Context: an optimization exercise on an open-source flow, tuned for small area. The choices shown serve that exercise and are no tape-out recipe.
Function was checked by simulation only, so behaviour that the tests miss may differ from the original.
Power and IR drop assume default switching activity.

<file path="flow/design.v">
module pse_sine_rom (
    input  wire [7:0] addr,
    output wire [7:0] data
);
    wire [5:0] a = addr[5:0];
    wire [6:0] j = addr[6] ? (7'd64 - {1'b0, a}) : {1'b0, a};
    reg  [6:0] q;
    always @(*) begin
        case (j)
            7'd0: q = 7'd0;
            7'd1: q = 7'd3;
            7'd2: q = 7'd6;
            7'd3: q = 7'd9;
            7'd4: q = 7'd12;
            7'd5: q = 7'd16;
            7'd6: q = 7'd19;
            7'd7: q = 7'd22;
            7'd8: q = 7'd25;
            7'd9: q = 7'd28;
            7'd10: q = 7'd31;
            7'd11: q = 7'd34;
            7'd12: q = 7'd37;
            7'd13: q = 7'd40;
            7'd14: q = 7'd43;
            7'd15: q = 7'd46;
            7'd16: q = 7'd49;
            7'd17: q = 7'd51;
            7'd18: q = 7'd54;
            7'd19: q = 7'd57;
            7'd20: q = 7'd60;
            7'd21: q = 7'd63;
            7'd22: q = 7'd65;
            7'd23: q = 7'd68;
            7'd24: q = 7'd71;
            7'd25: q = 7'd73;
            7'd26: q = 7'd76;
            7'd27: q = 7'd78;
            7'd28: q = 7'd81;
            7'd29: q = 7'd83;
            7'd30: q = 7'd85;
            7'd31: q = 7'd88;
            7'd32: q = 7'd90;
            7'd33: q = 7'd92;
            7'd34: q = 7'd94;
            7'd35: q = 7'd96;
            7'd36: q = 7'd98;
            7'd37: q = 7'd100;
            7'd38: q = 7'd102;
            7'd39: q = 7'd104;
            7'd40: q = 7'd106;
            7'd41: q = 7'd107;
            7'd42: q = 7'd109;
            7'd43: q = 7'd111;
            7'd44: q = 7'd112;
            7'd45: q = 7'd113;
            7'd46: q = 7'd115;
            7'd47: q = 7'd116;
            7'd48: q = 7'd117;
            7'd49: q = 7'd118;
            7'd50: q = 7'd120;
            7'd51: q = 7'd121;
            7'd52: q = 7'd122;
            7'd53: q = 7'd122;
            7'd54: q = 7'd123;
            7'd55: q = 7'd124;
            7'd56: q = 7'd125;
            7'd57: q = 7'd125;
            7'd58: q = 7'd126;
            7'd59: q = 7'd126;
            7'd60: q = 7'd126;
            7'd61: q = 7'd127;
            7'd62: q = 7'd127;
            7'd63: q = 7'd127;
            7'd64: q = 7'd127;
            default: q = 7'd127;
        endcase
    end
    assign data = addr[7] ? (8'd0 - {1'b0, q}) : {1'b0, q};
endmodule
module pse_divider (
    input  wire [9:0] rem,
    input  wire       bit_in,
    output wire       q,
    output wire [9:0] rem_next
);
    localparam [10:0] NEG750 = 11'h512;     
    wire [10:0] t = {rem, bit_in};
    wire [11:0] c;
    wire [10:0] diff;
    assign c[0] = 1'b0;
    genvar i;
    generate for (i = 0; i < 11; i = i + 1) begin : g_sub
        assign diff[i] = t[i] ^ NEG750[i] ^ c[i];
        assign c[i+1]  = (t[i] & NEG750[i]) | (c[i] & (t[i] ^ NEG750[i]));
    end endgenerate
    assign q        = c[11];                
    assign rem_next = q ? diff[9:0] : t[9:0];
endmodule
module pse_mix (
    input  wire [7:0]  r,
    input  wire [15:0] L,
    output wire [7:0]  s
);
    wire n1 = r[0] & L[0];
    wire n2 = r[0] & L[1];
    wire n3 = r[0] & L[2];
    wire n4 = r[0] & L[3];
    wire n5 = r[0] & L[4];
    wire n6 = r[0] & L[5];
    wire n7 = r[0] & L[6];
    wire n8 = r[0] & L[7];
    wire n9 = r[0] & L[8];
    wire n10 = r[0] & L[9];
    wire n11 = r[0] & L[10];
    wire n12 = r[0] & L[11];
    wire n13 = r[0] & L[12];
    wire n14 = r[0] & L[13];
    wire n15 = r[0] & L[14];
    wire n16 = r[0] & L[15];
    wire n17 = r[1] & L[0];
    wire n18 = r[1] & L[1];
    wire n19 = r[1] & L[2];
    wire n20 = r[1] & L[3];
    wire n21 = r[1] & L[4];
    wire n22 = r[1] & L[5];
    wire n23 = r[1] & L[6];
    wire n24 = r[1] & L[7];
    wire n25 = r[1] & L[8];
    wire n26 = r[1] & L[9];
    wire n27 = r[1] & L[10];
    wire n28 = r[1] & L[11];
    wire n29 = r[1] & L[12];
    wire n30 = r[1] & L[13];
    wire n31 = r[1] & L[14];
    wire n32 = r[1] & L[15];
    wire n33 = r[2] & L[0];
    wire n34 = r[2] & L[1];
    wire n35 = r[2] & L[2];
    wire n36 = r[2] & L[3];
    wire n37 = r[2] & L[4];
    wire n38 = r[2] & L[5];
    wire n39 = r[2] & L[6];
    wire n40 = r[2] & L[7];
    wire n41 = r[2] & L[8];
    wire n42 = r[2] & L[9];
    wire n43 = r[2] & L[10];
    wire n44 = r[2] & L[11];
    wire n45 = r[2] & L[12];
    wire n46 = r[2] & L[13];
    wire n47 = r[2] & L[14];
    wire n48 = r[2] & L[15];
    wire n49 = r[3] & L[0];
    wire n50 = r[3] & L[1];
    wire n51 = r[3] & L[2];
    wire n52 = r[3] & L[3];
    wire n53 = r[3] & L[4];
    wire n54 = r[3] & L[5];
    wire n55 = r[3] & L[6];
    wire n56 = r[3] & L[7];
    wire n57 = r[3] & L[8];
    wire n58 = r[3] & L[9];
    wire n59 = r[3] & L[10];
    wire n60 = r[3] & L[11];
    wire n61 = r[3] & L[12];
    wire n62 = r[3] & L[13];
    wire n63 = r[3] & L[14];
    wire n64 = r[3] & L[15];
    wire n65 = r[4] & L[0];
    wire n66 = r[4] & L[1];
    wire n67 = r[4] & L[2];
    wire n68 = r[4] & L[3];
    wire n69 = r[4] & L[4];
    wire n70 = r[4] & L[5];
    wire n71 = r[4] & L[6];
    wire n72 = r[4] & L[7];
    wire n73 = r[4] & L[8];
    wire n74 = r[4] & L[9];
    wire n75 = r[4] & L[10];
    wire n76 = r[4] & L[11];
    wire n77 = r[4] & L[12];
    wire n78 = r[4] & L[13];
    wire n79 = r[4] & L[14];
    wire n80 = r[4] & L[15];
    wire n81 = r[5] & L[0];
    wire n82 = r[5] & L[1];
    wire n83 = r[5] & L[2];
    wire n84 = r[5] & L[3];
    wire n85 = r[5] & L[4];
    wire n86 = r[5] & L[5];
    wire n87 = r[5] & L[6];
    wire n88 = r[5] & L[7];
    wire n89 = r[5] & L[8];
    wire n90 = r[5] & L[9];
    wire n91 = r[5] & L[10];
    wire n92 = r[5] & L[11];
    wire n93 = r[5] & L[12];
    wire n94 = r[5] & L[13];
    wire n95 = r[5] & L[14];
    wire n96 = r[5] & L[15];
    wire n97 = r[6] & L[0];
    wire n98 = r[6] & L[1];
    wire n99 = r[6] & L[2];
    wire n100 = r[6] & L[3];
    wire n101 = r[6] & L[4];
    wire n102 = r[6] & L[5];
    wire n103 = r[6] & L[6];
    wire n104 = r[6] & L[7];
    wire n105 = r[6] & L[8];
    wire n106 = r[6] & L[9];
    wire n107 = r[6] & L[10];
    wire n108 = r[6] & L[11];
    wire n109 = r[6] & L[12];
    wire n110 = r[6] & L[13];
    wire n111 = r[6] & L[14];
    wire n112 = r[6] & L[15];
    wire n113 = ~(r[7] & L[0]);
    wire n114 = ~(r[7] & L[1]);
    wire n115 = ~(r[7] & L[2]);
    wire n116 = ~(r[7] & L[3]);
    wire n117 = ~(r[7] & L[4]);
    wire n118 = ~(r[7] & L[5]);
    wire n119 = ~(r[7] & L[6]);
    wire n120 = ~(r[7] & L[7]);
    wire n121 = ~(r[7] & L[8]);
    wire n122 = ~(r[7] & L[9]);
    wire n123 = ~(r[7] & L[10]);
    wire n124 = ~(r[7] & L[11]);
    wire n125 = ~(r[7] & L[12]);
    wire n126 = ~(r[7] & L[13]);
    wire n127 = ~(r[7] & L[14]);
    wire n128 = ~(r[7] & L[15]);
    wire n129 = n7 ^ n22;
    wire n130 = n7 & n22;
    wire n131 = n8 ^ n23;
    wire n132 = n131 ^ n38;
    wire n133 = (n8 & n23) | (n38 & n131);
    wire n134 = n53 ^ n68;
    wire n135 = n134 ^ n83;
    wire n136 = (n53 & n68) | (n83 & n134);
    wire n137 = n9 ^ n24;
    wire n138 = n137 ^ n39;
    wire n139 = (n9 & n24) | (n39 & n137);
    wire n140 = n54 ^ n69;
    wire n141 = n140 ^ n84;
    wire n142 = (n54 & n69) | (n84 & n140);
    wire n143 = n10 ^ n25;
    wire n144 = n143 ^ n40;
    wire n145 = (n10 & n25) | (n40 & n143);
    wire n146 = n55 ^ n70;
    wire n147 = n146 ^ n85;
    wire n148 = (n55 & n70) | (n85 & n146);
    wire n149 = n11 ^ n26;
    wire n150 = n149 ^ n41;
    wire n151 = (n11 & n26) | (n41 & n149);
    wire n152 = n56 ^ n71;
    wire n153 = n152 ^ n86;
    wire n154 = (n56 & n71) | (n86 & n152);
    wire n155 = n12 ^ n27;
    wire n156 = n155 ^ n42;
    wire n157 = (n12 & n27) | (n42 & n155);
    wire n158 = n57 ^ n72;
    wire n159 = n158 ^ n87;
    wire n160 = (n57 & n72) | (n87 & n158);
    wire n161 = n13 ^ n28;
    wire n162 = n161 ^ n43;
    wire n163 = (n13 & n28) | (n43 & n161);
    wire n164 = n58 ^ n73;
    wire n165 = n164 ^ n88;
    wire n166 = (n58 & n73) | (n88 & n164);
    wire n167 = n14 ^ n29;
    wire n168 = n167 ^ n44;
    wire n169 = (n14 & n29) | (n44 & n167);
    wire n170 = n59 ^ n74;
    wire n171 = n170 ^ n89;
    wire n172 = (n59 & n74) | (n89 & n170);
    wire n173 = n15 ^ n30;
    wire n174 = n173 ^ n45;
    wire n175 = (n15 & n30) | (n45 & n173);
    wire n176 = n60 ^ n75;
    wire n177 = n176 ^ n90;
    wire n178 = (n60 & n75) | (n90 & n176);
    wire n179 = n16 ^ n31;
    wire n180 = n179 ^ n46;
    wire n181 = (n16 & n31) | (n46 & n179);
    wire n182 = n61 ^ n76;
    wire n183 = n182 ^ n91;
    wire n184 = (n61 & n76) | (n91 & n182);
    wire n185 = n106 ^ n121;
    wire n186 = n106 & n121;
    wire n187 = n32 ^ n47;
    wire n188 = n187 ^ n62;
    wire n189 = (n32 & n47) | (n62 & n187);
    wire n190 = n77 ^ n92;
    wire n191 = n190 ^ n107;
    wire n192 = (n77 & n92) | (n107 & n190);
    wire n193 = n48 ^ n63;
    wire n194 = n193 ^ n78;
    wire n195 = (n48 & n63) | (n78 & n193);
    wire n196 = n5 ^ n20;
    wire n197 = n5 & n20;
    wire n198 = n6 ^ n21;
    wire n199 = n198 ^ n36;
    wire n200 = (n6 & n21) | (n36 & n198);
    wire n201 = n51 ^ n66;
    wire n202 = n51 & n66;
    wire n203 = n129 ^ n37;
    wire n204 = n203 ^ n52;
    wire n205 = (n129 & n37) | (n52 & n203);
    wire n206 = n67 ^ n82;
    wire n207 = n206 ^ n97;
    wire n208 = (n67 & n82) | (n97 & n206);
    wire n209 = n132 ^ n135;
    wire n210 = n209 ^ n98;
    wire n211 = (n132 & n135) | (n98 & n209);
    wire n212 = n113 ^ 1'b1;
    wire n213 = n212 ^ n130;
    wire n214 = (n113 & 1'b1) | (n130 & n212);
    wire n215 = n138 ^ n141;
    wire n216 = n215 ^ n99;
    wire n217 = (n138 & n141) | (n99 & n215);
    wire n218 = n114 ^ n133;
    wire n219 = n218 ^ n136;
    wire n220 = (n114 & n133) | (n136 & n218);
    wire n221 = n144 ^ n147;
    wire n222 = n221 ^ n100;
    wire n223 = (n144 & n147) | (n100 & n221);
    wire n224 = n115 ^ n139;
    wire n225 = n224 ^ n142;
    wire n226 = (n115 & n139) | (n142 & n224);
    wire n227 = n150 ^ n153;
    wire n228 = n227 ^ n101;
    wire n229 = (n150 & n153) | (n101 & n227);
    wire n230 = n116 ^ n145;
    wire n231 = n230 ^ n148;
    wire n232 = (n116 & n145) | (n148 & n230);
    wire n233 = n156 ^ n159;
    wire n234 = n233 ^ n102;
    wire n235 = (n156 & n159) | (n102 & n233);
    wire n236 = n117 ^ n151;
    wire n237 = n236 ^ n154;
    wire n238 = (n117 & n151) | (n154 & n236);
    wire n239 = n162 ^ n165;
    wire n240 = n239 ^ n103;
    wire n241 = (n162 & n165) | (n103 & n239);
    wire n242 = n118 ^ n157;
    wire n243 = n242 ^ n160;
    wire n244 = (n118 & n157) | (n160 & n242);
    wire n245 = n168 ^ n171;
    wire n246 = n245 ^ n104;
    wire n247 = (n168 & n171) | (n104 & n245);
    wire n248 = n119 ^ n163;
    wire n249 = n248 ^ n166;
    wire n250 = (n119 & n163) | (n166 & n248);
    wire n251 = n174 ^ n177;
    wire n252 = n251 ^ n105;
    wire n253 = (n174 & n177) | (n105 & n251);
    wire n254 = n120 ^ n169;
    wire n255 = n254 ^ n172;
    wire n256 = (n120 & n169) | (n172 & n254);
    wire n257 = n180 ^ n183;
    wire n258 = n257 ^ n185;
    wire n259 = (n180 & n183) | (n185 & n257);
    wire n260 = 1'b1 ^ n175;
    wire n261 = n260 ^ n178;
    wire n262 = (1'b1 & n175) | (n178 & n260);
    wire n263 = n188 ^ n191;
    wire n264 = n263 ^ n122;
    wire n265 = (n188 & n191) | (n122 & n263);
    wire n266 = n181 ^ n184;
    wire n267 = n266 ^ n186;
    wire n268 = (n181 & n184) | (n186 & n266);
    wire n269 = n194 ^ n93;
    wire n270 = n269 ^ n108;
    wire n271 = (n194 & n93) | (n108 & n269);
    wire n272 = n123 ^ n189;
    wire n273 = n272 ^ n192;
    wire n274 = (n123 & n189) | (n192 & n272);
    wire n275 = n64 ^ n79;
    wire n276 = n275 ^ n94;
    wire n277 = (n64 & n79) | (n94 & n275);
    wire n278 = n109 ^ n124;
    wire n279 = n278 ^ n195;
    wire n280 = (n109 & n124) | (n195 & n278);
    wire n281 = n80 ^ n95;
    wire n282 = n281 ^ n110;
    wire n283 = (n80 & n95) | (n110 & n281);
    wire n284 = n4 ^ n19;
    wire n285 = n4 & n19;
    wire n286 = n196 ^ n35;
    wire n287 = n286 ^ n50;
    wire n288 = (n196 & n35) | (n50 & n286);
    wire n289 = n199 ^ n201;
    wire n290 = n289 ^ n81;
    wire n291 = (n199 & n201) | (n81 & n289);
    wire n292 = n204 ^ n207;
    wire n293 = n292 ^ n200;
    wire n294 = (n204 & n207) | (n200 & n292);
    wire n295 = n210 ^ n213;
    wire n296 = n295 ^ n205;
    wire n297 = (n210 & n213) | (n205 & n295);
    wire n298 = n216 ^ n219;
    wire n299 = n298 ^ n211;
    wire n300 = (n216 & n219) | (n211 & n298);
    wire n301 = n222 ^ n225;
    wire n302 = n301 ^ n217;
    wire n303 = (n222 & n225) | (n217 & n301);
    wire n304 = n228 ^ n231;
    wire n305 = n304 ^ n223;
    wire n306 = (n228 & n231) | (n223 & n304);
    wire n307 = n234 ^ n237;
    wire n308 = n307 ^ n229;
    wire n309 = (n234 & n237) | (n229 & n307);
    wire n310 = n240 ^ n243;
    wire n311 = n310 ^ n235;
    wire n312 = (n240 & n243) | (n235 & n310);
    wire n313 = n246 ^ n249;
    wire n314 = n313 ^ n241;
    wire n315 = (n246 & n249) | (n241 & n313);
    wire n316 = n252 ^ n255;
    wire n317 = n316 ^ n247;
    wire n318 = (n252 & n255) | (n247 & n316);
    wire n319 = n258 ^ n261;
    wire n320 = n319 ^ n253;
    wire n321 = (n258 & n261) | (n253 & n319);
    wire n322 = n264 ^ n267;
    wire n323 = n322 ^ n259;
    wire n324 = (n264 & n267) | (n259 & n322);
    wire n325 = n270 ^ n273;
    wire n326 = n325 ^ n265;
    wire n327 = (n270 & n273) | (n265 & n325);
    wire n328 = n276 ^ n279;
    wire n329 = n328 ^ n271;
    wire n330 = (n276 & n279) | (n271 & n328);
    wire n331 = n282 ^ n125;
    wire n332 = n331 ^ n277;
    wire n333 = (n282 & n125) | (n277 & n331);
    wire n334 = n96 ^ n111;
    wire n335 = n334 ^ n126;
    wire n336 = (n96 & n111) | (n126 & n334);
    wire n337 = n3 ^ n18;
    wire n338 = n3 & n18;
    wire n339 = n284 ^ n34;
    wire n340 = n339 ^ n49;
    wire n341 = (n284 & n34) | (n49 & n339);
    wire n342 = n287 ^ n65;
    wire n343 = n342 ^ n285;
    wire n344 = (n287 & n65) | (n285 & n342);
    wire n345 = n290 ^ n197;
    wire n346 = n345 ^ n288;
    wire n347 = (n290 & n197) | (n288 & n345);
    wire n348 = n293 ^ n202;
    wire n349 = n348 ^ n291;
    wire n350 = (n293 & n202) | (n291 & n348);
    wire n351 = n296 ^ n208;
    wire n352 = n351 ^ n294;
    wire n353 = (n296 & n208) | (n294 & n351);
    wire n354 = n299 ^ n214;
    wire n355 = n354 ^ n297;
    wire n356 = (n299 & n214) | (n297 & n354);
    wire n357 = n302 ^ n220;
    wire n358 = n357 ^ n300;
    wire n359 = (n302 & n220) | (n300 & n357);
    wire n360 = n305 ^ n226;
    wire n361 = n360 ^ n303;
    wire n362 = (n305 & n226) | (n303 & n360);
    wire n363 = n308 ^ n232;
    wire n364 = n363 ^ n306;
    wire n365 = (n308 & n232) | (n306 & n363);
    wire n366 = n311 ^ n238;
    wire n367 = n366 ^ n309;
    wire n368 = (n311 & n238) | (n309 & n366);
    wire n369 = n314 ^ n244;
    wire n370 = n369 ^ n312;
    wire n371 = (n314 & n244) | (n312 & n369);
    wire n372 = n317 ^ n250;
    wire n373 = n372 ^ n315;
    wire n374 = (n317 & n250) | (n315 & n372);
    wire n375 = n320 ^ n256;
    wire n376 = n375 ^ n318;
    wire n377 = (n320 & n256) | (n318 & n375);
    wire n378 = n323 ^ n262;
    wire n379 = n378 ^ n321;
    wire n380 = (n323 & n262) | (n321 & n378);
    wire n381 = n326 ^ n268;
    wire n382 = n381 ^ n324;
    wire n383 = (n326 & n268) | (n324 & n381);
    wire n384 = n329 ^ n274;
    wire n385 = n384 ^ n327;
    wire n386 = (n329 & n274) | (n327 & n384);
    wire n387 = n332 ^ n280;
    wire n388 = n387 ^ n330;
    wire n389 = (n332 & n280) | (n330 & n387);
    wire n390 = n335 ^ n283;
    wire n391 = n390 ^ n333;
    wire n392 = (n335 & n283) | (n333 & n390);
    wire n393 = n112 ^ n127;
    wire n394 = n393 ^ n336;
    wire n395 = (n112 & n127) | (n336 & n393);
    wire n396 = n1 ^ 1'b0;
    wire n397 = (n1 & 1'b0) | (1'b0 & n396);
    wire n398 = n2 ^ n17;
    wire n399 = (n2 & n17) | (n397 & n398);
    wire n400 = n337 ^ n33;
    wire n401 = (n337 & n33) | (n399 & n400);
    wire n402 = n340 ^ n338;
    wire n403 = (n340 & n338) | (n401 & n402);
    wire n404 = n343 ^ n341;
    wire n405 = (n343 & n341) | (n403 & n404);
    wire n406 = n346 ^ n344;
    wire n407 = (n346 & n344) | (n405 & n406);
    wire n408 = n349 ^ n347;
    wire n409 = (n349 & n347) | (n407 & n408);
    wire n410 = n352 ^ n350;
    wire n411 = (n352 & n350) | (n409 & n410);
    wire n412 = n355 ^ n353;
    wire n413 = (n355 & n353) | (n411 & n412);
    wire n414 = n358 ^ n356;
    wire n415 = (n358 & n356) | (n413 & n414);
    wire n416 = n361 ^ n359;
    wire n417 = (n361 & n359) | (n415 & n416);
    wire n418 = n364 ^ n362;
    wire n419 = (n364 & n362) | (n417 & n418);
    wire n420 = n367 ^ n365;
    wire n421 = (n367 & n365) | (n419 & n420);
    wire n422 = n370 ^ n368;
    wire n423 = (n370 & n368) | (n421 & n422);
    wire n424 = n373 ^ n371;
    wire n425 = (n373 & n371) | (n423 & n424);
    wire n426 = n376 ^ n374;
    wire n427 = (n376 & n374) | (n425 & n426);
    wire n428 = n379 ^ n377;
    wire n429 = n428 ^ n427;
    wire n430 = (n379 & n377) | (n427 & n428);
    wire n431 = n382 ^ n380;
    wire n432 = n431 ^ n430;
    wire n433 = (n382 & n380) | (n430 & n431);
    wire n434 = n385 ^ n383;
    wire n435 = n434 ^ n433;
    wire n436 = (n385 & n383) | (n433 & n434);
    wire n437 = n388 ^ n386;
    wire n438 = n437 ^ n436;
    wire n439 = (n388 & n386) | (n436 & n437);
    wire n440 = n391 ^ n389;
    wire n441 = n440 ^ n439;
    wire n442 = (n391 & n389) | (n439 & n440);
    wire n443 = n394 ^ n392;
    wire n444 = n443 ^ n442;
    wire n445 = (n394 & n392) | (n442 & n443);
    wire n446 = n128 ^ n395;
    wire n447 = n446 ^ n445;
    wire n448 = (n128 & n395) | (n445 & n446);
    wire n449 = 1'b1 ^ 1'b0;
    wire n450 = n449 ^ n448;
    wire n451 = (1'b1 & 1'b0) | (n448 & n449);
    assign s = {n450, n447, n444, n441, n438, n435, n432, n429};
endmodule
module pse_sample_path (
    input  wire        clk,
    input  wire        rst,
    input  wire        strobe,
    input  wire        outen,
    input  wire [30:0] inc,
    input  wire [2:0]  kind,
    input  wire [16:0] duty,
    input  wire [16:0] level,
    output reg  [31:0] phase,
    output reg  [7:0]  last_sample
);
    wire [15:0] idx = phase[31:16];
    wire [7:0] sine_r;
    pse_sine_rom u_rom (.addr(idx[15:8]), .data(sine_r));
    wire [17:0] lt;
    wire [16:0] ia = {1'b0, idx};
    assign lt[0] = 1'b0;
    genvar k;
    generate for (k = 0; k < 17; k = k + 1) begin : g_cmp
        assign lt[k+1] = (~ia[k] & duty[k]) | (~(ia[k] ^ duty[k]) & lt[k]);
    end endgenerate
    wire sq_lt = lt[17];
    reg [7:0] r;
    always @(*) begin
        case (kind)
            3'd0:    r = sq_lt ? 8'h7f : 8'h80;
            3'd1:    r = {~(idx[14] ^ idx[15]), idx[13:7] ^ {7{idx[15]}}};
            3'd2:    r = {~idx[15], idx[14:8]};
            3'd3:    r = sine_r;
            default: r = 8'h00;
        endcase
    end
    wire [7:0] rnd;
    pse_mix u_mix (.r(r), .L(level[15:0]), .s(rnd));
    wire [7:0] s = (level[16] ? r : rnd) ^ 8'h80;
    wire        step = strobe & outen;
    wire [32:0] c;
    wire [31:0] sum;
    wire [31:0] b = {1'b0, inc & {31{step}}};
    assign c[0] = 1'b0;
    genvar i;
    generate for (i = 0; i < 32; i = i + 1) begin : g_add
        assign sum[i]   = phase[i] ^ b[i] ^ c[i];
        assign c[i+1]   = (phase[i] & b[i]) | (c[i] & (phase[i] ^ b[i]));
    end endgenerate
    always @(posedge clk) begin
        if (rst)
            phase <= 32'd0;
        else
            phase <= sum;
    end
    always @(posedge clk) begin
        if (rst)
            last_sample <= 8'd128;
        else if (strobe)
            last_sample <= outen ? s : 8'd128;
    end
endmodule
module pse_synth #(
    parameter integer SAMPLE_RATE_HZ = 48000,
    parameter integer GROUP_DEPTH    = 8
) (
    input  wire        clk,
    input  wire        rst,
    input  wire        cmd_valid,
    output wire        cmd_ready,
    input  wire [63:0] cmd_data,
    input  wire        strobe,
    output wire [7:0]  sample_out,
    output wire        rsp_valid,
    output wire [31:0] rsp_data
);
    localparam [3:0] OP_NOP        = 4'd0;
    localparam [3:0] OP_SET_FREQ   = 4'd1;
    localparam [3:0] OP_SET_DUTY   = 4'd2;
    localparam [3:0] OP_SET_KIND   = 4'd3;
    localparam [3:0] OP_SET_OUTEN  = 4'd4;
    localparam [3:0] OP_SET_ATTACK = 4'd5;
    localparam [3:0] OP_SET_DECAY  = 4'd6;
    localparam [3:0] OP_SET_SUST   = 4'd7;
    localparam [3:0] OP_SET_REL    = 4'd8;
    localparam [3:0] OP_NOTE_ON    = 4'd9;
    localparam [3:0] OP_NOTE_OFF   = 4'd10;
    localparam [3:0] OP_ENV_UPDATE = 4'd11;
    localparam [3:0] OP_READ       = 4'd12;
    localparam [3:0] OP_CLR_STATUS = 4'd13;
    localparam [3:0] OP_BAD        = 4'd14;
    localparam [2:0] ST_IDLE    = 3'd0;
    localparam [2:0] ST_ATTACK  = 3'd1;
    localparam [2:0] ST_DECAY   = 3'd2;
    localparam [2:0] ST_SUSTAIN = 3'd3;
    localparam [2:0] ST_RELEASE = 3'd4;
    localparam [2:0] S_CLR    = 3'd0;    
    localparam [2:0] S_IDLE   = 3'd1;    
    localparam [2:0] S_WAIT   = 3'd2;    
    localparam [2:0] S_RUN    = 3'd3;    
    localparam [2:0] S_DRAIN  = 3'd4;    
    localparam [2:0] S_COMMIT = 3'd5;    
    localparam [2:0] E_SUM  = 3'd0;      
    localparam [2:0] E_CMP  = 3'd1;      
    localparam [2:0] E_ZERO = 3'd2;      
    localparam [2:0] E_MUL  = 3'd3;      
    localparam [2:0] E_DIV  = 3'd4;      
    localparam [16:0] ONE = 17'd65536;
    localparam [31:0] F_MAX = 32'd1310720000;
    reg  [5:0] bc;
    reg  [2:0] slot;
    wire       bc0  = (bc == 6'd0);
    wire       bc32 = (bc == 6'd32);
    always @(posedge clk) begin
        if (rst) begin
            bc   <= 6'd0;
            slot <= 3'd0;
        end else begin
            bc <= bc32 ? 6'd0 : bc + 6'd1;
            if (bc32)
                slot <= slot + 3'd1;
        end
    end
    reg  [2:0]  state;
    reg  [3:0]  opr;           
    reg  [3:0]  selr;          
    reg         f_lo, f_hi;    
    reg  [3:0]  pend_cnt;
    reg         closed;        
    reg         ovf_u;         
    reg         clr_seen;      
    reg         lneg;          
    reg  [2:0]  stage;
    reg  [2:0]  kind;
    reg         outen;
    reg  [16:0] duty;
    reg  [30:0] incw;
    reg  [16:0] sustain;
    reg  [1:0]  status;
    reg  [32:0] el_r, at_r, dc_r, rl_r;
    reg  [16:0] s_level;
    reg  [2:0]  s_kind;
    reg         s_outen;
    reg  [16:0] s_duty;
    reg  [30:0] s_inc;
    reg  [33:0] z;
    reg  [15:0] lo;
    reg  [9:0]  fr;            
    reg  [2:0]  eph;
    reg  [3:0]  pcnt;
    reg         cy, bw, nz, tnz, enz, sat, m_r, dlt, first_div;
    reg  [263:0] rr;
    reg  [2:0]   hp, wp;
    reg  [3:0]   rc;
    reg          rd_act, dly;
    wire [31:0] phase;
    wire [7:0]  last_sample;
    assign cmd_ready  = (state == S_IDLE) && (bc32 || !zop);
    assign sample_out = last_sample;
    pse_sample_path u_sample (
        .clk         (clk),
        .rst         (rst),
        .strobe      (strobe),
        .outen       (s_outen),
        .inc         (s_inc),
        .kind        (s_kind),
        .duty        (s_duty),
        .level       (s_level),
        .phase       (phase),
        .last_sample (last_sample)
    );
    wire [7:0]  op8   = cmd_data[63:56];
    wire        g_bit = cmd_data[55];
    wire [7:0]  sel8  = cmd_data[39:32];
    wire [31:0] imm   = cmd_data[31:0];
    wire        op_bad  = (|op8[7:4]) | (op8[3] & op8[2] & op8[1]);      
    wire        sel_bad = (|sel8[7:4]) | (sel8[3] & sel8[2] & sel8[1]);  
    wire [3:0]  opc   = op_bad ? OP_BAD : op8[3:0];
    wire [3:0]  sel4  = sel_bad ? 4'd15 : sel8[3:0];
    wire        closing = !g_bit || pend_cnt[3];
    wire        imm_big = (|imm[31:17]) | (imm[16] & (|imm[15:0]));     
    wire [16:0] imm_cl  = {imm[16] | imm_big, imm[15:0] & {16{~imm_big}}};
    wire        zop = (opc == OP_SET_FREQ && imm != 32'd0) ||
                      opc == OP_SET_ATTACK || opc == OP_SET_DECAY ||
                      opc == OP_SET_REL || opc == OP_ENV_UPDATE;
    wire        need_wait = opc == OP_NOTE_ON ||
                            (opc == OP_NOTE_OFF && stage != ST_IDLE) ||
                            opc == OP_READ;
    wire        acc = (state == S_IDLE) && cmd_valid && (bc32 || !zop);
    wire run = (state == S_RUN);
    wire is_env  = (opr == OP_ENV_UPDATE);
    wire is_freq = (opr == OP_SET_FREQ);
    wire       ibit = z[0];
    wire st_a = (stage == ST_ATTACK);
    wire st_d = (stage == ST_DECAY);
    wire st_r = (stage == ST_RELEASE);
    wire el_t = el_r[0];
    wire t_t  = st_a ? at_r[0] : st_d ? dc_r[0] : rl_r[0];
    wire no_mul = st_a || (st_d && sustain == 17'd0) || (st_r && sustain[16]);
    wire cin_add = bc0 ? 1'b0 : cy;
    wire sum1    = el_t ^ ibit ^ cin_add;
    wire cy1     = (el_t & ibit) | (cin_add & (el_t ^ ibit));
    wire e_b   = (el_t | sat) & !bc32;
    wire bwin  = bc0 ? 1'b0 : bw;
    wire dbit  = t_t ^ e_b ^ bwin;
    wire bw2   = (~t_t & e_b) | (~(t_t ^ e_b) & bwin);
    wire ge    = bw | !nz;          
    wire xr    = t_t ^ el_t ^ bwin;                  
    wire bwx   = (~t_t & el_t) | (~(t_t ^ el_t) & bwin);
    wire xm    = (st_r ? xr : el_t) & !bc32;
    wire m_e   = bc0 ? lo[0] : m_r;
    wire a_mul = bc32 ? 1'b0 : z[2];
    wire pm    = m_e & xm;
    wire s_mul = a_mul ^ pm ^ cin_add;
    wire c_mul = (a_mul & pm) | (cin_add & (a_mul ^ pm));
    wire a_div = bc0 ? lo[15] : (first_div ? z[1] : z[0]);
    wire d_add = dlt ? t_t : ~t_t;
    wire cin_d = bc0 ? ~dlt : cy;
    wire r_div = a_div ^ d_add ^ cin_d;
    wire c_div = (a_div & d_add) | (cin_d & (a_div ^ d_add));
    wire [16:0] negc;
    wire [16:0] negv;
    assign negc[0] = 1'b1;
    genvar gi;
    generate for (gi = 0; gi < 16; gi = gi + 1) begin : g_neg
        assign negv[gi]   = ~lo[gi] ^ negc[gi];
        assign negc[gi+1] = ~lo[gi] & negc[gi];
    end endgenerate
    assign negv[16] = negc[16];
    wire [16:0] level = lneg ? negv : {1'b0, lo};
    wire i_lo = ~(|imm[31:21]) & ~(imm[20] & (imm[19] | imm[18]));
    reg  i_hi, i_eq;
    integer ci;
    always @(*) begin
        i_hi = 1'b0;
        i_eq = 1'b1;
        for (ci = 31; ci >= 0; ci = ci - 1) begin
            i_hi = i_hi | (i_eq & imm[ci] & ~F_MAX[ci]);
            i_eq = i_eq & ~(imm[ci] ^ F_MAX[ci]);
        end
    end
    wire f_c375 = (bc == 6'd22) || (bc == 6'd24) || (bc == 6'd25) || (bc == 6'd26) ||
                  (bc == 6'd28) || (bc == 6'd29) || (bc == 6'd30);
    wire f_fc   = f_lo ? (bc == 6'd0 || bc == 6'd2) : f_hi ? 1'b0 : incw[20];
    wire f_bit  = (bc > 6'd20) ? f_c375 : f_fc;
    wire [9:0] fr_init = i_lo ? 10'd0 : i_hi ? 10'd625 : imm[30:21];
    wire       f_q;
    wire [9:0] fr_next;
    pse_divider u_fdiv (.rem(fr), .bit_in(f_bit), .q(f_q), .rem_next(fr_next));
    reg vbit;
    always @(*) begin
        case (selr)
            4'd0:  vbit = ({16'd0, level}   >> bc) & 1'b1;
            4'd1:  vbit = ({30'd0, stage}   >> bc) & 1'b1;
            4'd2:  vbit = ({30'd0, kind}    >> bc) & 1'b1;
            4'd3:  vbit = bc0 & outen;
            4'd4:  vbit = ({16'd0, duty}    >> bc) & 1'b1;
            4'd5:  vbit = incw[0] & (bc <= 6'd30);    
            4'd6:  vbit = (bc == 6'd2);
            4'd7:  vbit = el_r[0];
            4'd8:  vbit = at_r[0];
            4'd9:  vbit = dc_r[0];
            4'd10: vbit = ({16'd0, sustain} >> bc) & 1'b1;
            4'd11: vbit = rl_r[0];
            4'd12: vbit = (bc == 6'd3);
            4'd13: vbit = ({31'd0, status}  >> bc) & 1'b1;
            default: vbit = 1'b0;
        endcase
    end
    wire spbit = (selr == 4'd6) || (selr == 4'd12) ||
                 (selr == 4'd13 && !closed && !clr_seen);
    reg el_we, el_wd, at_we, dc_we, rl_we, rg_wd;
    reg z_in;
    always @(*) begin
        el_we = 1'b0; el_wd = 1'b0;
        at_we = 1'b0; dc_we = 1'b0; rl_we = 1'b0; rg_wd = 1'b0;
        z_in  = 1'b0;
        if (state == S_CLR) begin
            el_we = 1'b1; at_we = 1'b1; dc_we = 1'b1; rl_we = 1'b1;
        end else if (run) begin
            rg_wd = ibit;
            case (opr)
                OP_SET_ATTACK: at_we = 1'b1;
                OP_SET_DECAY:  dc_we = 1'b1;
                OP_SET_REL:    rl_we = 1'b1;
                OP_NOTE_ON, OP_NOTE_OFF: el_we = 1'b1;
                OP_ENV_UPDATE: begin
                    case (eph)
                        E_SUM: begin
                            el_we = 1'b1; el_wd = sum1 & !bc32;
                        end
                        E_CMP: begin
                            el_we = 1'b1; el_wd = e_b;
                            z_in  = no_mul & (st_r ? (dbit & !bc32) : e_b);
                        end
                        E_ZERO: el_we = 1'b1;
                        E_MUL:  z_in = s_mul;
                        E_DIV:  z_in = r_div;
                        default: ;
                    endcase
                end
                default: ;
            endcase
        end
    end
    always @(posedge clk) begin
        el_r <= {el_we ? el_wd : el_r[0], el_r[32:1]};
        at_r <= {at_we ? rg_wd : at_r[0], at_r[32:1]};
        dc_r <= {dc_we ? rg_wd : dc_r[0], dc_r[32:1]};
        rl_r <= {rl_we ? rg_wd : rl_r[0], rl_r[32:1]};
        z    <= (acc && zop) ? {2'b00, imm} : {z_in, z[33:1]};
        rr   <= {rd_act ? (bc0 ? spbit : dly) : rr[0], rr[263:1]};
        dly  <= vbit;
    end
    wire [32:0] win = rr[263:231];
    wire        w_sp = win[0];
    wire [31:0] w_pay = win[32:1];
    wire        emit = closed && (rc != 4'd0) && bc0 && (slot == hp + 3'd1);
    assign rsp_valid = emit;
    wire w_p = w_pay[2];
    wire w_l = w_pay[3];
    wire w_s = !w_p && !w_l;
    wire [31:0] sp_val = ({32{w_p}} & phase) |
                         ({32{w_l}} & {24'd0, last_sample}) |
                         ({32{w_s}} & {30'd0, w_pay[1] | ovf_u, w_pay[0]});
    assign rsp_data = w_sp ? sp_val : w_pay;
    always @(posedge clk) begin
        if (rst) begin
            state    <= S_CLR;
            opr      <= OP_NOP;
            pend_cnt <= 4'd0;
            closed   <= 1'b0;
            ovf_u    <= 1'b0;
            clr_seen <= 1'b0;
            hp       <= 3'd0;
            wp       <= 3'd0;
            rc       <= 4'd0;
            rd_act   <= 1'b0;
            lo       <= 16'd0;
            lneg     <= 1'b0;
            stage    <= ST_IDLE;
            kind     <= 3'd0;
            outen    <= 1'b0;
            duty     <= 17'd32768;
            incw     <= 31'd0;
            sustain  <= ONE;
            status   <= 2'b00;
            s_outen  <= 1'b0;
        end else begin
            if (emit) begin
                hp <= hp + 3'd1;
                rc <= rc - 4'd1;
            end
            if (rd_act && bc32)
                rd_act <= 1'b0;
            case (state)
                S_CLR:
                    if (bc32) state <= S_IDLE;
                S_IDLE:
                    if (acc) begin
                        opr  <= opc;
                        selr <= sel4;
                        f_lo <= i_lo;
                        f_hi <= i_hi;
                        fr   <= fr_init;
                        eph  <= E_SUM;
                        pcnt <= 4'd0;
                        if (closing) begin
                            pend_cnt <= 4'd0;
                            closed   <= 1'b1;
                        end else
                            pend_cnt <= pend_cnt + 4'd1;
                        if (closing && g_bit)
                            ovf_u <= 1'b1;
                        case (opc)
                            OP_CLR_STATUS: begin
                                status   <= 2'b00;
                                clr_seen <= 1'b1;
                            end
                            OP_BAD:
                                status <= {status[1] | (closing && g_bit && !clr_seen), 1'b1};
                            OP_READ:
                                status <= {status[1] | (closing && g_bit && !clr_seen),
                                           status[0] | (sel4 == 4'd15)};
                            default:
                                status <= {status[1] | (closing && g_bit && !clr_seen), status[0]};
                        endcase
                        case (opc)
                            OP_SET_FREQ:  if (imm == 32'd0) incw <= 31'd0;
                            OP_SET_DUTY:  duty    <= imm_cl;
                            OP_SET_KIND:  kind    <= imm[2:0];
                            OP_SET_OUTEN: outen   <= imm[0];
                            OP_SET_SUST:  sustain <= imm_cl;
                            OP_NOTE_ON:   stage   <= ST_ATTACK;
                            OP_NOTE_OFF:  if (stage != ST_IDLE) stage <= ST_RELEASE;
                            default: ;
                        endcase
                        if (zop)
                            state <= S_RUN;
                        else if (need_wait)
                            state <= S_WAIT;
                        else if (closing)
                            state <= S_DRAIN;
                    end
                S_WAIT:
                    if (bc32) begin
                        if (opr == OP_READ) begin
                            if (rc == 4'd0) begin
                                hp     <= slot + 3'd1;
                                wp     <= slot + 3'd2;
                                rc     <= 4'd1;
                                rd_act <= 1'b1;
                                state  <= S_RUN;
                            end else if (slot + 3'd1 == wp && !rc[3]) begin
                                wp     <= wp + 3'd1;
                                rc     <= rc + 4'd1;
                                rd_act <= 1'b1;
                                state  <= S_RUN;
                            end
                        end else
                            state <= S_RUN;
                    end
                S_RUN: begin
                    case (opr)
                        OP_READ: begin
                            if (selr == 4'd5 && bc <= 6'd30)
                                incw <= {incw[0], incw[30:1]};
                            if (!closed && bc == 6'd30)
                                state <= S_IDLE;
                            else if (bc32)
                                state <= closed ? S_DRAIN : S_IDLE;
                        end
                        OP_SET_FREQ: begin
                            if (pcnt[0] == 1'b0) begin
                                if (bc <= 6'd30)
                                    incw <= {z[0], incw[30:1]};
                                if (bc32)
                                    pcnt <= 4'd1;
                            end else begin
                                fr   <= fr_next;
                                incw <= {incw[29:0], f_q};
                                if (bc == 6'd30)
                                    state <= closed ? S_DRAIN : S_IDLE;
                            end
                        end
                        OP_ENV_UPDATE: begin
                            cy <= cin_add;
                            case (eph)
                                E_SUM: begin
                                    cy <= cy1;
                                    if (bc0)
                                        lo <= sustain[15:0];
                                    else if (bc == 6'd1 && st_d)
                                        lo <= negv[15:0];
                                    if (bc32) begin
                                        sat <= cy;
                                        eph <= E_CMP;
                                    end
                                end
                                E_CMP: begin
                                    bw  <= bw2;
                                    nz  <= (bc0 ? 1'b0 : nz) | (dbit & !bc32);
                                    tnz <= (bc0 ? 1'b0 : tnz) | t_t;
                                    enz <= (bc0 ? 1'b0 : enz) | e_b;
                                    if (bc == 6'd31 && !(st_a || st_d || st_r)) begin
                                        lo    <= (stage == ST_SUSTAIN) ? sustain[15:0] : 16'd0;
                                        lneg  <= (stage == ST_SUSTAIN) & sustain[16];
                                        state <= closed ? S_DRAIN : S_IDLE;
                                    end
                                    if (bc32) begin
                                        if (!tnz || ge) begin
                                            lo    <= st_d ? sustain[15:0] : 16'd0;
                                            lneg  <= st_a | (st_d & sustain[16]);
                                            stage <= st_a ? ST_DECAY : st_d ? ST_SUSTAIN : ST_IDLE;
                                            eph   <= E_ZERO;
                                        end else if (st_r && !enz) begin
                                            lo    <= sustain[15:0];
                                            lneg  <= sustain[16];
                                            state <= closed ? S_DRAIN : S_IDLE;
                                        end else if (no_mul) begin
                                            lo        <= 16'd0;
                                            eph       <= E_DIV;
                                            dlt       <= 1'b0;
                                            first_div <= 1'b0;
                                        end else begin
                                            eph <= E_MUL;
                                        end
                                    end
                                end
                                E_ZERO:
                                    if (bc == 6'd31)
                                        state <= closed ? S_DRAIN : S_IDLE;
                                E_MUL: begin
                                    cy <= c_mul;
                                    bw <= bwx;
                                    if (bc0) begin
                                        lo  <= {s_mul, lo[15:1]};
                                        m_r <= lo[0];
                                    end
                                    if (bc32) begin
                                        pcnt <= pcnt + 4'd1;
                                        if (pcnt == 4'd15) begin
                                            eph       <= E_DIV;
                                            dlt       <= 1'b0;
                                            first_div <= 1'b1;
                                        end
                                    end
                                end
                                E_DIV: begin
                                    cy <= c_div;
                                    if (bc32) begin
                                        lo        <= {lo[14:0], ~r_div};
                                        dlt       <= r_div;
                                        first_div <= 1'b0;
                                        pcnt      <= pcnt + 4'd1;
                                        if (pcnt == 4'd15) begin
                                            lneg  <= st_d;
                                            state <= closed ? S_DRAIN : S_IDLE;
                                        end
                                    end
                                end
                                default: ;
                            endcase
                        end
                        default:   
                            if (bc == 6'd31)
                                state <= closed ? S_DRAIN : S_IDLE;
                    endcase
                end
                S_DRAIN:
                    if (rc == 4'd0 && !emit)
                        state <= S_COMMIT;
                default: if (bc == 6'd31) begin   
                    s_level  <= level;
                    s_kind   <= kind;
                    s_outen  <= outen;
                    s_duty   <= duty;
                    s_inc    <= incw;
                    closed   <= 1'b0;
                    ovf_u    <= 1'b0;
                    clr_seen <= 1'b0;
                    state    <= S_IDLE;
                end
            endcase
        end
    end
endmodule
</file>
<file path="flow/flow/run.sh">
#!/bin/bash
set -euo pipefail
export BUFFER_PORTS_ARGS="-buffer_cell sky130_fd_sc_hd__buf_1"
export CTS_ARGS="-sink_clustering_enable -repair_clock_nets -sink_clustering_size 20 -sink_clustering_max_diameter 60 -buf_list sky130_fd_sc_hd__clkbuf_8 -dont_use_dummy_load"
bash standard.sh > standard.log 2>&1
</file>
<file path="flow/standard.sh">
#!/bin/bash
# synth_recipe.tcl (not shown) runs the flow's synth.tcl, then flattens the netlist and writes it again
# the make line also repeats each setting of config.mk as NAME=value (left out here)
make -C /OpenROAD-flow-scripts/flow DESIGN_CONFIG=/design/flow/config.mk WORK_HOME=/design/flow/orfs CLKGATE_MAP_FILE= SYNTH_SCRIPT=/design/flow/synth_recipe.tcl "${@:-finish}"
</file>
<file path="flow/config.mk">
export PLATFORM = sky130hd
export DESIGN_NAME = pse_synth
export DESIGN_NICKNAME = pse_synth
export VERILOG_FILES = /design/flow/design.v
export SDC_FILE = /design/flow/constraint.sdc
export NUM_CORES = 4
export LEC_CHECK = 0
export CAP_MARGIN = 0
export CORE_MARGIN = 2
export CORE_UTILIZATION = 50
export SLEW_MARGIN = 0
</file>
<file path="flow/constraint.sdc">
create_clock -name core_clock -period 14.0 [get_ports {clk}]
set_input_delay 2.8000 -clock core_clock [delete_from_list [all_inputs] [get_ports {clk}]]
set_output_delay 2.8000 -clock core_clock [all_outputs]
set_load 0.01 [all_outputs]
</file>
==> reports/qor.yml, run 1 <==
max_freq_mhz: 72.70
layout-drive-gt1-share_pct: 7.117
p_leak_nw: 11.64
track_usage_pct: 23.91
crit_path_end_kind: "register"
synth_seq_cells: 697
synth_simple_gate_area_share_pct: 14.24
detail-route-antenna-nets: 0
net-switching-power_mw: 0.6648
hold_slack_ns: 0.2874
antenna_found_initial: 2
clkTransAtPathRegs_ns: 0.11
cts_sinks: 697
powerDensity_nw_per_um2: 98.58
port_buffers: 94
grt.overflow.total: 0
slowest_stage: "fa_2"
path_class: "in2reg"
gp_congestion: 0.8659
synthAdderAreaFrac_pct: 12.02
clk-insertion-delay-late_ns: 0.68
final_area_um2: 30880
dp_cells: 3526
p_clk_share_pct: 29.5
post-route-period-util_pct: 98.25
hold_viol: 0
cts_setup_buffers: 0
synth_mux_area_share_pct: 3.635
syn_area_per_cell_um2: 10.43
final_cells: 3577
synth_nets: 3068
cts_made_buffers: 49
crit_top_cell: "fa_2"
critPathMaxFanout: 2
ys_types: 78
io_pins: 110
cts.path.max_buffers: 3
multiInputGateArea_um2: 13080
root_buffer: "clkbuf_8"
synth_compound_area_share_pct: 13.33
fin_nets: 3085
wl_mm: 70.76
synth-seq-area-share_pct: 51.30
cp.arrival_ns: 14.29
final-setup-viol-count: 0
synth_cells: 2795
synthXorXnorAreaFrac_pct: 1.262
fin_skew_ns: 0.1010
cts_max_level: 2
synth-edff-count: 100
areaGrowthSynthToFinish_pct: 5.931
regArea_um2: 14950
pwr-share-seq_pct: 67.1
drtIter0Drc: 1496
cap_violations: 0
hpwl_mm: 50.32
dp_slack_ns: -0.3522
start_util_pct: 50.53
synthFlopType: "dfxtp_1"
slowest_delay_ns: 0.51
max_slew_margin_pct: 19.27
core_area_um2: 57700
dr.pass1.iters: 6
die_w_um: 245.5
crit_required_ns: 14.54
p_int_mw: 2.380
tns_ns: 0
die-area_um2: 60250
worst_slew_pin_slew_ns: 1.211
wl_per_cell_um: 19.78
start_kind: "input pin"
grt_max_degree: 69
yosys_warnings: 3
switching_share_pct: 21.84
num_vias: 20354
rsz0062_at_grt: "no"
hold_class: "reg2reg"
cts_tree: "built"
remaining_drc_errors: 0
ir_drop_mv: 0.07624
std_cell_rows: 88
setup_ws_ns: 0.2449
grt_pass1_vias: 20047
vias_per_cell: 5.690
synth_async_sr_flop_share_pct: 0
synth_area_um2: 29150
p_comb_share_pct: 3.4
placedInstanceArea_um2: 30200
fillers: 5219
die_y_um: 245.5
fin_crit_ns: 13.76
synth_top_family_by_area: "simple AND/OR/NAND/NOR gates"
grt_pass1_wl_mm: 113.9
status: "timing/DRC/antenna clean"
slew_violations: 0
-- metal layers --
layer | up-vias | global-route usage (%) | share of wire, %
li1 | 9690 | - | -
met1 | 9925 | 35.19 | 48
met2 | 610 | 37.09 | 45
met3 | 127 | 2.783 | 5.0
met4 | 2 | 7.112 | 2.8
met5 | - | 0 | 0.018
-- layout by cell type, fill, tap and decap left out, drive strengths merged, types with 52 or more instances in the layout --
| master | netlist | routed |
|---|---|---|
| dfxtp | 597 | 597 |
| nand3 | 52 | 52 |
| inv | 153 | 153 |
| nor3 | 52 | 52 |
| a211oi | 67 | 67 |
| a21oi | 112 | 112 |
| a22oi | 77 | 77 |
| nor2b | 65 | 65 |
| fa | 125 | 125 |
| edfxtp | 100 | 100 |
| ha | 80 | 80 |
| o21ai | 126 | 126 |
| nand2 | 257 | 257 |
| buf | 25 | 130 |
| nor2 | 200 | 200 |
| and2 | 58 | 58 |
| mux2 | 55 | 55 |
-- cells by family (layout without fill, tap and decap cells) --
family,after synthesis,count (layout)
compound gates,576,576
xor+xnor,42,42
fa+ha+maj,205,205
buf+inv,319,334
flops,697,697
mux,99,99
other cells,0,2
simple gates,857,857
-- Yosys cell counts, drive strengths merged (46+ instances only) --
cell      n  area, um2
a211oi   67      503.0
a21oi   112      564.3
a22oi    77      578.1
and2     58      362.9
and3     46      287.8
clkbuf  140      525.5
dfxtp   597      11950
edfxtp  100       3003
fa      125       2502
ha       80       1001
inv     153      574.3
mux2     55      619.3
nand2   257      964.7
nand2b   47      294.0
nand3    52      260.3
nor2    200      750.7
nor2b    65      406.6
nor3     52      260.3
o21ai   126      630.6
-- area by class of cell --
cell class                      count  area share [%]
Sequential cell                   697           48.42
Multi-Input combinational cell   1779           42.35
Tap cell                          765           3.099
Clock buffer                       49           2.184
Timing Repair Buffer              131           2.054
Inverter                          154           1.872
Antenna cell                        2         0.01621
-- final timing paths --
kind / start / endpoint / slack, ns / cells after the start
min reg2reg: rr[29]$_DFF_P_ / rr[28]$_DFF_P_ / 0.29 / 0
max reg2reg: u_sample.phase[24]$_SDFF_PP0_ / u_sample.last_sample[6]$_SDFFE_PP0P_ / 1.12 / 40
min: rr[29]$_DFF_P_ / rr[28]$_DFF_P_ / 0.29 / 0
max: strobe / u_sample.phase[30]$_SDFF_PP0_ / 0.24 / 36
-- critical path: cells and delay by family --
| family | cells | cell delay, ns |
|---|---|---|
| buf+inv | 3 | 0.19 |
| fa+ha+maj | 31 | 11.06 |
| simple gates | 2 | 0.26 |
-- stage by stage --
step,util (%),power [mW]
2_1_floorplan,-,2.153
3_3_place_gp,52.34,2.191
3_5_place_dp,52.34,2.192
4_1_cts,53.51,3.085
5_1_grt,53.52,3.161
6_report,53.53,3.044
-- registers in the layout, indices dropped and copies added, names as in the netlist, 31 cells and up, named ones only --
register and flops:
dc_r 33, rr 264, z 34, incw 31
at_r 33, s_inc 31, el_r 33, u_sample.phase 32
rl_r 33
-- timing repair --
action,CTS,global route
endpoints found under the setup margin,0,2
endpoints found under the hold margin,0,0
hold buffers,0,0
gates resized for setup,0,1
-- power by group through the flow --
stage / clock [mW] / sequential (mW) / combinational [mW]
6_report: 0.897 / 2.04 / 0.104
4_1_cts: 0.938 / 2.04 / 0.104
5_1_grt: 1.00 / 2.05 / 0.115
2_1_floorplan: 0 / 2.08 / 0.0727
3_5_place_dp: 0 / 2.09 / 0.103
3_3_place_gp: 0 / 2.09 / 0.102
==> run 2: changes to the inputs <==
--- a/flow/design.v
+++ b/flow/design.v
@@ -678,4 +678,2 @@
     reg  [3:0]  opr;           
-    reg  [3:0]  selr;          
-    reg         f_lo, f_hi;    
     reg  [3:0]  pend_cnt;
@@ -701,4 +699,6 @@
     reg  [9:0]  fr;            
+    wire [3:0]  selr = fr[3:0];    
     reg  [2:0]  eph;
     reg  [3:0]  pcnt;
+    reg         f_lo, f_hi;    
     reg         cy, bw, nz, tnz, enz, sat, m_r, dlt, first_div;
@@ -914,7 +914,6 @@
                         opr  <= opc;
-                        selr <= sel4;
+                        fr   <= {fr_init[9:4], (opc == OP_READ) ? sel4 : fr_init[3:0]};
+                        eph  <= E_SUM;
                         f_lo <= i_lo;
                         f_hi <= i_hi;
-                        fr   <= fr_init;
-                        eph  <= E_SUM;
                         pcnt <= 4'd0;
==> flow/flow/run.sh (replaced) <==
#!/bin/bash
set -euo pipefail
export BUFFER_PORTS_ARGS="-buffer_cell sky130_fd_sc_hd__buf_1"
export CTS_ARGS="-sink_clustering_enable -repair_clock_nets -sink_clustering_size 18 -sink_clustering_max_diameter 60 -buf_list sky130_fd_sc_hd__clkbuf_8 -dont_use_dummy_load"
bash standard.sh > standard.log 2>&1
==> run 2 against run 1 <==
  * Still clean
  * Clock power rose by 1%
  * Critical path depth did not move
  * Total power fell by 2.2%
  * Utilization fell by 0.069 points
  * Setup slack improved by 0.10 ns
  * Flip-flop and latch count fell by 4
  * Fmax rose by 0.77%
  * Die area fell by 0.42%
  * Non-clock buffer count fell by 4
  * Global-route usage fell by 0.33 points
==> reports/qor.yml, run 2 <==
status: "timing/DRC/antenna clean"
rsz0062_at_grt: "no"
slowest_delay_ns: 0.52  # about the same
synth_async_sr_flop_share_pct: 0  # unchanged
hold_buffers: 0  # unchanged
die_y_um: 245.0  # -0.21%
grt_max_degree: 69  # unchanged
powerDensity_nw_per_um2: 96.75  # -1.9%
largest-register: "rr"
cts_sinks: 693  # -0.57%
synth_mux_area_share_pct: 4.409  # +0.77 points
synthAdderAreaFrac_pct: 12.20  # +0.18 points
synth.top_cell.area_share_pct: 41.17  # +0.17 points
wl_mm: 69.96  # -1.1%
synthXorXnorAreaFrac_pct: 1.328  # +0.066 points
num_vias: 20412  # +0.28%
ir_drop_mv: 0.1027  # +35%
core_area_um2: 57590  # -0.19%
wl_per_cell_um: 19.59  # -0.96%
synth-edff-count: 96  # -4.0%
cts_max_level: 2  # unchanged
layout_commonest_cell: "dfxtp_1"
min_from: "rr[32]$_DFF_P_"
start_util_pct: 50.41  # -0.12 points
fin_nets: 3081  # -0.13%
start_kind: "input pin"
cts_setup_buffers: 0  # unchanged
ys_types: 80  # +2.6%
largest_reg_flops: 264  # unchanged
hold_depth: 0  # unchanged
remaining_drc_errors: 0  # unchanged
final-setup-viol-count: 0  # unchanged
synth_nets: 3052  # -0.52%
cts_tree: "built"
slew_violations: 0  # unchanged
antenna_found_initial: 3  # +1
layout-drive-gt1-share_pct: 6.636  # -0.48 points
max_slew_margin_pct: 17.89  # -1.4 points
r2r_end: "u_sample.last_sample[6]$_SDFFE_PP0P_"
critPathMaxFanout: 2  # unchanged
root_buffer: "clkbuf_8"
synth_top_family_by_area: "simple AND/OR/NAND/NOR gates"
areaGrowthSynthToFinish_pct: 6.043
synth.area.top_cells: "dfxtp_1, edfxtp_1, fa_1, nand2_1, ha_1"
post_cts_resized: 0  # unchanged
track_usage_pct: 23.58  # -0.33 points
reg_top3: "rr x264, z x34"
grt_pass1_vias: 19875  # -0.86%
post-route-period-util_pct: 97.50  # -0.75 points
reg2reg_from: "u_sample.phase[24]$_SDFF_PP0_"
hpwl_mm: 49.73  # -1.2%
syn_area_per_cell_um2: 10.46  # +0.26%
tns_ns: 0  # unchanged
path_class: "in2reg"
cts.path.max_buffers: 3  # unchanged
cts_made_buffers: 51  # +4.1%
yosys_warnings: 3  # unchanged
synth_seq_cells: 693  # -0.57%
fin_skew_ns: 0.04744  # -0.05356 ns
synthFlopType: "dfxtp_1"
worst_slew_pin_slew_ns: 1.230  # +0.01888 ns
crit_path_end_kind: "register"
yosysMostFrequentCell: "dfxtp_1"
hold_class: "reg2reg"
port_buffers: 94  # unchanged
clk-insertion-delay-late_ns: 0.66  # -0.02 ns
cp.arrival_ns: 14.21  # -0.08 ns
max_freq_mhz: 73.26  # +0.77%
die-area_um2: 60000  # -0.42%
clkTransAtPathRegs_ns: 0.10  # about the same
crit_top_cell: "fa_2"
fin_crit_ns: 13.65  # -0.1047 ns
gp_congestion: 0.9114  # +5.3%
io_pins: 110  # unchanged
synth_compound_area_share_pct: 12.63  # -0.70 points
final_core_util_pct: 53.46  # -0.069 points
vias_per_cell: 5.716  # +0.45%
dr.pass1.iters: 7  # +1
synth-seq-area-share_pct: 51.10  # -0.19 points
hold_end: "rr[31]$_DFF_P_"
hold_viol: 0  # unchanged
regToRegSetupSlack_ns: 1.16  # +0.04 ns
grt.overflow.total: 0  # unchanged
synth_simple_gate_area_share_pct: 14.24  # about the same
slowest_stage: "fa_2"
p_leak_nw: 11.83  # +1.6%
die_w_um: 245.0  # -0.21%
yosysTopAreaCell: "dfxtp_1"
synth_cells: 2776  # -0.68%
grt_pass1_wl_mm: 112.3  # -1.4%
synth.top_cells.by_count: "dfxtp_1, nand2_1, nor2_1"
std_cell_rows: 88  # unchanged
layout_common_cells: "dfxtp_1, nand2_1, nor2_1"
drtIter0Drc: 1562  # +4.4%
crit_required_ns: 14.56  # +0.02 ns
detail-route-antenna-nets: 0  # unchanged
synth_area_um2: 29030  # -0.42%
cap_violations: 0  # unchanged
ff2ff_path_depth: 34  # -15%
## run 2: cell count changes in the layout (fill, tap and decap cells not counted), sizes merged, moves of 19 or more
cell,previous run,this run
nor2,200,158
o21ai,126,159
nand2,257,284
a22oi,77,51
a211oi,67,42
mux2i,44,66
nand3,52,71
## run 2: power by group
part | switching, mW | internal (mW)
Combinational | 0.0409 | 0.0180
Clock | 0.581 | 0.326
Sequential | 0.00274 | 2.01
Total | 0.624 | 2.35
## run 2: worst max-delay path: cells and delay by family
family | cells | cell delay [ns]
buffers and inverters | 3 | 0.20
adders and majority gates | 31 | 10.95
and+or+nand+nor | 2 | 0.26
## run 2: cell families (layout without fill, tap and decap cells)
kind of cell               after synthesis  in the layout
DFF                                    693            693
and+or+nand+nor                        847            847
adders and majority gates              208            208
AOI/OAI and AO/OA                      559            559
xor gates and xnor gates                44             44
other                                    0              3
muxes                                  118            118
buffers and inverters                  307            334
## run 2: layout make-up
type	instances	area (um2)
inverter	156	585.6
timing repair buffer	127	604.3
tap	765	957.2
antenna	3	7.507
clock buffer	51	701.9
sequential	693	14830
fill	5129	26800
multi-input combinational	1776	13090
## run 2: worst max path at each step
stage / slack (ns) / depth (start not counted) / end / from
after floorplan: 0.005 / 36 / u_sample.phase[30]$_SDFF_PP0_ / strobe
after CTS: 0.42 / 36 / u_sample.phase[30]$_SDFF_PP0_ / strobe
after detailed placement: -0.27 / 36 / u_sample.phase[30]$_SDFF_PP0_ / strobe
after global placement: -0.26 / 37 / u_sample.phase[31]$_SDFF_PP0_ / strobe
after global routing: 0.04 / 36 / u_sample.phase[30]$_SDFF_PP0_ / strobe
final: 0.35 / 36 / u_sample.phase[30]$_SDFF_PP0_ / strobe
## run 2: routing by layer
layer	routed length (um)	global-route usage, %
met1	31690	32.89
met2	31450	36.88
met3	3953	3.499
met4	2861	9.648
met5	0	0
## run 2: stage by stage
stage                     cells  hold WS (ns)  area [um2]  total power, mW  setup WS (ns)
after floorplan            2776        0.3096       29080            2.092       0.004669
after global placement     3517        0.3121       30070            2.116        -0.2584
after detailed placement   3517        0.3121       30070            2.117        -0.2705
after CTS                  3568        0.2830       30780            3.020         0.4163
after global routing       3569        0.2889       30780            3.098        0.03858
final                      3571        0.2757       30780            2.978         0.3497

==> separate check: timing with driven ports <==
Ports are ideal in the flow. The routed layouts listed here were re-timed in OpenROAD.
Step 1: set_driving_cell puts a clkbuf_16 on clk and a buf_2 on each other input, an assumption about the parent block.
Step 2, shift: input delay + t, output delay - t, t = (earliest + latest rising clock arrival at the registers) / 2. This alone moves slack from input paths to output paths.
Slacks: no drivers / after step 1 / after step 2; pairs: no drivers / after step 1.
run	t, ns	setup slack, ns	worst setup path after step 2	slew at the worst register clock pin (ns)	worst slew at a driven data input, ns
run 1	0.680	0.245 / 0.269 / -0.411	input to register	0.13 / 0.13	0.11
run 2	0.686	0.350 / 0.366 / -0.320	input to register	0.11 / 0.11	0.13
With both steps, setup timing fails in run 1 and run 2, where it was met with ideal ports. For run 2, which loses most, drivers alone change the setup slack by +0.016 ns; drivers and shift together by -0.670 ns.
